Source: an optimization exercise on an open RTL-to-GDS flow (aim: a short achievable clock period and few clock cycles per item). Production flows keep margins and buffers that such runs may drop. In this exercise RTL edits were held to simulation tests only and were not proved equivalent to the original. Power and IR drop assume default switching activity.

Setup of 04-07:
Design mrct_decoder, start of the top module:
module mrct_decoder (
    input  wire        clk,
    input  wire        rst,
    input  wire        start,
    input  wire        kind,         
    input  wire [11:0] width,
    input  wire [11:0] height,
    input  wire [23:0] src_len,
    input  wire [23:0] dst_cap,
    output wire        src_re,
    output wire [23:0] src_addr,
    input  wire [7:0]  src_rdata,
    output wire        dst_re,
    output wire [23:0] dst_raddr,
    input  wire [7:0]  dst_rdata,
    output wire        dst_we,
    output wire [23:0] dst_waddr,
    output wire [7:0]  dst_wdata,
    output wire        busy,
    output reg         done,
    output reg         error,
    output reg  [3:0]  err_code,
    output reg  [23:0] src_pos,
    output reg  [23:0] dst_pos,
    output reg  [23:0] err_pos
);
==> flow/config.mk <==
export PLATFORM = sky130hd
export DESIGN_NAME = mrct_decoder
export DESIGN_NICKNAME = mrct_decoder
export VERILOG_FILES = /design/flow/design.v
export SDC_FILE = /design/flow/constraint.sdc
export NUM_CORES = 4
export LEC_CHECK = 0
export CAP_MARGIN = 20
export CORE_MARGIN = 2
export CORE_UTILIZATION = 40
export SLEW_MARGIN = 20
==> flow/constraint.sdc <==
create_clock -name core_clock -period 11.0 [get_ports {clk}]
set_input_delay 2.2000 -clock core_clock [delete_from_list [all_inputs] [get_ports {clk}]]
set_output_delay 2.2000 -clock core_clock [all_outputs]
set_load 0.01 [all_outputs]
standard.sh (not shown) runs the stock make flow with config.mk's settings and CLKGATE_MAP_FILE= SYNTH_SCRIPT=/design/flow/synth_recipe.tcl, a recipe that flattens the netlist after the stock synthesis.
==> flow/flow/run.sh <==
#!/bin/bash
set -euo pipefail
MARGIN=${MARGIN:-8.0}
bash standard.sh synth > synth.log 2>&1
bash standard.sh SETUP_SLACK_MARGIN=$MARGIN finish > layout.log 2>&1
Testbench counts of 04-07, summed over its fixed seeds: cycles 378,399, bytes 374,011.
Here is what was changed in the inputs of 01-23 compared with 04-07.
--- a/flow/design.v
+++ b/flow/design.v
@@ -141,18 +141,16 @@
     reg  [10:0] c_q0;           
     reg  [7:0]  e0_r, e1_r;
     reg  [17:0] c_nb;           
     reg         c_lit;
     reg  [15:0] c_rw;           
     reg  [24:0] c_u;            
     reg  [5:0]  c_dcol;         
     reg         e_oob, e_short, e_shift;
-    reg  [25:0] nx_rem;
-    reg  [23:0] nx_dpos, nx_pp, nx_sleft;
     reg         h_valid;
     reg         h_lit, h_final, h_one;
     reg  [1:0]  h_mode;
     reg  [17:0] h_nb;
     reg  [23:0] h_rptr;         
     reg  [23:0] h_lstart;       
     reg         be_has, be_lit, be_fin, be_last;
     reg  [1:0]  be_mode;
@@ -203,17 +201,17 @@
     wire [24:0] t_src   = c_u - {9'd0, c_rw};                  
     wire [26:0] t_rem   = {1'b0, rem_p} - {9'd0, c_nb};
     wire [24:0] t_sl    = {1'b0, sleft} - {7'd0, c_nb};
     wire        c_small = (c_rw[15:5] == 11'd0);
     wire [6:0]  c_ds    = {2'b00, c_rw[4:0]} - {c_dcol[5], c_dcol};
     wire        d_le0   = c_small && (c_ds[6] || (c_ds == 7'd0));
     wire        d_is1   = c_small && (c_ds == 7'd1);
     wire        d_is2   = c_small && (c_ds == 7'd2);
-    wire [23:0] sl_new  = c_lit ? t_sl[23:0] : sleft;
+    wire [23:0] u_sleft = h_lit ? (sleft - {6'd0, h_nb}) : sleft;
     wire        u_err   = e_oob || e_short || e_shift;
     wire        rd_fetch = ps[P_FETCH] && !rem_zero && sl_nz;
     wire        c1_ext   = ps[P_C1] && k_esc;
     wire        rd_ext0  = c1_ext && sl_nz;
     wire        rd_ext1  = ps[P_E1] && sl_nz;
     wire        p_rd     = rd_fetch || rd_ext0 || rd_ext1;
     wire [23:0] pp_p1    = pp + 24'd1;
     wire [23:0] sleft_m1 = sleft - 24'd1;
@@ -264,22 +262,22 @@
             jdc   <= dst_cap;
             mul_m <= height;
             tw1   <= {2'b00, width};
             sleft <= src_len;
         end else if (p_rd) begin
             sleft <= sleft_m1;
             sl_nz <= (sleft != 24'd1);
         end else if (ps[P_UPD]) begin
-            sleft <= nx_sleft;
-            sl_nz <= (nx_sleft != 24'd0);
+            sleft <= u_sleft;
+            sl_nz <= (u_sleft != 24'd0);
         end
         if (ps[P_CFG0])      pp <= 24'd0;
         else if (p_rd)       pp <= pp_p1;
-        else if (ps[P_UPD])  pp <= nx_pp;
+        else if (ps[P_UPD] && h_lit) pp <= pp + {6'd0, h_nb};
         if (ps[P_W2]) begin
             cmd_r  <= src_rdata;
             c_esc  <= a_esc;
             c_row  <= a_rc[8:6];
             c_dcol <= a_rc[5:0];
         end
         if (ps[P_E3])
             c_q0 <= pal ? ({3'd0, e0_r} + {1'b0, k_dk}) : ({3'd0, e0_r} + {2'd0, e0_r, 1'b0} + {1'b0, k_dk});
@@ -309,34 +307,30 @@
             c_u    <= {1'b0, dpos} + {{19{c_dcol[5]}}, c_dcol};
         end
         if (ps[P_E4])
             c_nb <= {7'd0, c_q0} + {2'b00, e1_r, 8'd0} + (pal ? 18'd0 : {1'b0, e1_r, 9'd0});
         begin
             e_oob    <= t_rem[26];
             e_short  <= c_lit && t_sl[24];
             e_shift  <= !c_lit && (d_le0 || t_src[24]);
-            nx_rem   <= t_rem[25:0];
-            nx_dpos  <= dpos + {6'd0, c_nb};
-            nx_pp    <= c_lit ? pp + {6'd0, c_nb} : pp;
-            nx_sleft <= sl_new;
         end
         if (!h_valid) begin
             h_lit    <= c_lit;
             h_nb     <= c_nb;
             h_one    <= (c_nb == 18'd1);
             h_final  <= ({8'd0, c_nb} == rem_p);
             h_mode   <= c_lit ? SEL_SRC : d_is1 ? SEL_F1 : d_is2 ? SEL_F2 : SEL_MEM;
             h_rptr   <= t_src[23:0];
             h_lstart <= pp;
         end
         if (ps[P_UPD]) begin
-            rem_p    <= nx_rem;
+            rem_p    <= rem_p - {8'd0, h_nb};
             rem_zero <= h_final;
-            if (!u_err) dpos <= nx_dpos;
+            if (!u_err) dpos <= dpos + {6'd0, h_nb};
         end
         if (take) begin
             be_cnt  <= h_nb;
             be_last <= h_one;
             lp      <= h_lstart;
             rp      <= h_rptr;
         end else if (be_go) begin
             be_cnt  <= be_cnt - 18'd1;
The worst slack on hold paths of 04-07 and that of 01-23 are within noise of each other.
Per the comparison of 01-23 with 04-07, path length in cells of the critical path has increased, global-route wire length before repair has remained practically unchanged, power after layout has decreased.
01-23 ended up with a higher time the final worst path needs with I/O delays and setup than 04-07 did.
As of 01-23, synthesized area had fallen by a few percent compared to 04-07.
Relative to 04-07, 01-23 degrades total detailed-routing wirelength.
Testbench counts of 01-23, summed over its fixed seeds: cycles 378,399, bytes 374,011.

---

run 1:
Another version of the RTL of mrct_decoder (not shown whole).
For scale: about 820 flip-flops, roughly 250 I/O pins.
export LEC_CHECK = 0
export CAP_MARGIN = 20
export CORE_MARGIN = 2
export CORE_UTILIZATION = 72
export SLEW_MARGIN = 20
create_clock -name core_clock -period 11.0 [get_ports {clk}]
Scripts as last shown in full above: flow/flow/run.sh
Testbench counts of run 1, summed over its fixed seeds: cycles 378,078, bytes 374,011.
[inputs] run 2 vs run 1
diff --git a/flow/design.v b/flow/design.v
--- a/flow/design.v
+++ b/flow/design.v
@@ -117,16 +117,14 @@
             6'd63: rcd = {3'd2, -6'sd2};
             default: rcd = 9'd0;
         endcase
     endfunction
     reg  [NPS-1:0] ps;
     reg            busy_r;
     reg            idle_r;          
-    reg  [3:0]     ecode;           
-    reg  [23:0]    spos_h, epos_h;  
     assign busy = busy_r;
     reg         pal;
     reg  [23:0] jdc;
     reg  [11:0] mul_m;          
     reg  [13:0] tw1;            
     reg  [15:0] tw3;            
     reg  [2:0]  mcnt;
@@ -168,15 +166,14 @@
     reg  [1:0]  r_sel;
     reg         src_re_r;
     reg  [23:0] src_addr_r;
     reg         dst_re_r;
     reg  [23:0] dst_raddr_r;
     reg         dst_we_r;
     reg  [23:0] dst_waddr_r;
-    reg  [23:0] wptr;           
     reg  [7:0]  wdata;          
     reg  [7:0]  h1, h2;         
     reg         w_end;
     assign src_re    = src_re_r;
     assign src_addr  = src_addr_r;
     assign dst_re    = dst_re_r;
     assign dst_raddr = dst_raddr_r;
@@ -362,57 +359,53 @@
         i_sel       <= issue_mode;
         r_sel       <= i_sel;
         wdata <= w_new;
         if (r_valid) begin
             h1 <= w_new;
             h2 <= h1;
         end
-        dst_waddr_r <= wptr;
-        wptr        <= ps[P_CFG0] ? 24'd0 : wptr + {23'd0, r_valid};
-        err_code <= (rst || accept) ? 4'd0 : ecode;
-        src_pos  <= rst ? 24'd0 : spos_h;
-        err_pos  <= rst ? 24'd0 : epos_h;
-        dst_pos  <= rst ? 24'd0 : dpos;
+        dst_waddr_r <= ps[P_CFG0] ? 24'd0 : dst_waddr_r + {23'd0, dst_we_r};
         if (rst) begin
             ps       <= {{(NPS-1){1'b0}}, 1'b1};
             busy_r   <= 1'b0;
             idle_r   <= 1'b1;
             done     <= 1'b0;
             error    <= 1'b0;
-            ecode <= 4'd0;
-            spos_h  <= 24'd0;
-            dpos     <= 24'd0;
-            epos_h  <= 24'd0;
+            err_code <= 4'd0;
+            src_pos  <= 24'd0;
+            dst_pos  <= 24'd0;
+            err_pos  <= 24'd0;
             h_valid  <= 1'b0;
             be_has   <= 1'b0;
             i_valid  <= 1'b0;
             i_end    <= 1'b0;
             r_valid  <= 1'b0;
             r_end    <= 1'b0;
             src_re_r <= 1'b0;
             dst_re_r <= 1'b0;
             dst_we_r <= 1'b0;
             w_end    <= 1'b0;
         end else begin
             ps <= ps_nx;
+            if (!idle_r) dst_pos <= dpos;
             if (ps[P_CFG0]) dpos <= 24'd0;
             if (ps[P_CHK]) begin
-                spos_h <= 24'd0;
-                epos_h <= 24'd0;
-                if (cfg_bad)        ecode <= ERR_CONFIG;
-                else if (cfg_trunc) ecode <= ERR_TRUNCATED;
+                src_pos <= 24'd0;
+                err_pos <= 24'd0;
+                if (cfg_bad)        err_code <= ERR_CONFIG;
+                else if (cfg_trunc) err_code <= ERR_TRUNCATED;
             end
             if (uf_ok) begin
-                spos_h <= nx_pp;
-                epos_h <= h_final ? 24'd0 : nx_pp;
-                if (!h_final && !nx_slnz) ecode <= ERR_TRUNCATED;
+                src_pos <= nx_pp;
+                err_pos <= h_final ? 24'd0 : nx_pp;
+                if (!h_final && !nx_slnz) err_code <= ERR_TRUNCATED;
             end
-            if ((c1_ext || ps[P_E1]) && !sl_nz) ecode <= ERR_TRUNCATED;
+            if ((c1_ext || ps[P_E1]) && !sl_nz) err_code <= ERR_TRUNCATED;
             if (ps[P_UPD] && u_err)
-                ecode <= e_oob ? ERR_PIXEL_OOB : e_short ? ERR_SRC_SHORT : ERR_SHIFT_PARAM;
+                err_code <= e_oob ? ERR_PIXEL_OOB : e_short ? ERR_SRC_SHORT : ERR_SHIFT_PARAM;
             h_valid <= hv && !take;
             if (take)       be_has <= 1'b1;
             else if (be_go) be_has <= !be_last;
             i_valid  <= issue_now;
             i_end    <= (ps[P_END] && end_ok) || issue_fin;
             src_re_r <= p_rd || (issue_now && issue_lit);
             dst_re_r <= issue_now && !issue_lit && (issue_mode == SEL_MEM);
@@ -421,18 +414,18 @@
             dst_we_r <= r_valid;
             w_end    <= r_end;
             if (accept) begin
                 busy_r   <= 1'b1;
                 idle_r   <= 1'b0;
                 done     <= 1'b0;
                 error    <= 1'b0;
-                ecode <= 4'd0;
+                err_code <= 4'd0;
             end
             if (w_end) begin
                 busy_r <= 1'b0;
                 idle_r <= 1'b1;
-                done   <= (ecode == 4'd0);
-                error  <= (ecode != 4'd0);
+                done   <= (err_code == 4'd0);
+                error  <= (err_code != 4'd0);
             end
         end
     end
 endmodule
Notes after the runs:
- For run 2, the largest contributor to cell area by class was multi-input combinational cells, unlike run 1, where it was flip-flops and latches.
- Compared with run 1, in run 2 slack of the critical path now sits higher; power drawn by the clock network lost about 5%; final instance area decreased by about 2.6% relative to the old numbers; wire length rose by about 2.4%.
- Register-to-register slack in run 2 vs run 1: down 0.08 ns
- Share of total power in the clock network delta (run 1 -> run 2): insignificant
Testbench counts of run 2, summed over its fixed seeds: cycles 378,078, bytes 374,011.

==> separate check: timing with driven ports <==
In the flow no input, the clock included, has a driving cell. The finished layouts below were timed again as built, in two steps.
Step 1, drivers: a clkbuf_16 drives clk and a buf_2 each remaining input, both assumed.
Step 2 times the ports against the registers' clock, not the clock port: input delays grow and output delays shrink by t, the midpoint of the rising clock arrivals with the driver on.
Slacks: ideal / step 1 / step 2; pairs: ideal / step 1.
run	shift t [ns]	setup WS [ns]	hold slack, ns	slew at the worst register clock pin (ns)	worst data-port slew with drivers (ns)
04-07	0.710	7.569 / 7.561 / 7.352	0.329 / 0.329 / 0.329	0.06 / 0.06	0.12
01-23	0.698	7.432 / 7.432 / 7.223	0.332 / 0.332 / 0.332	0.06 / 0.06	0.06
run 1	0.700	7.677 / 7.613 / 7.056	0.328 / 0.328 / 0.328	0.07 / 0.07	0.09
run 2	0.681	7.688 / 7.622 / 7.181	0.338 / 0.338 / 0.338	0.07 / 0.07	0.08
After both steps setup and hold are still met in every run listed. The setup slack of run 1, which loses most, moves by -0.064 ns with the drivers and by -0.621 ns with both steps.
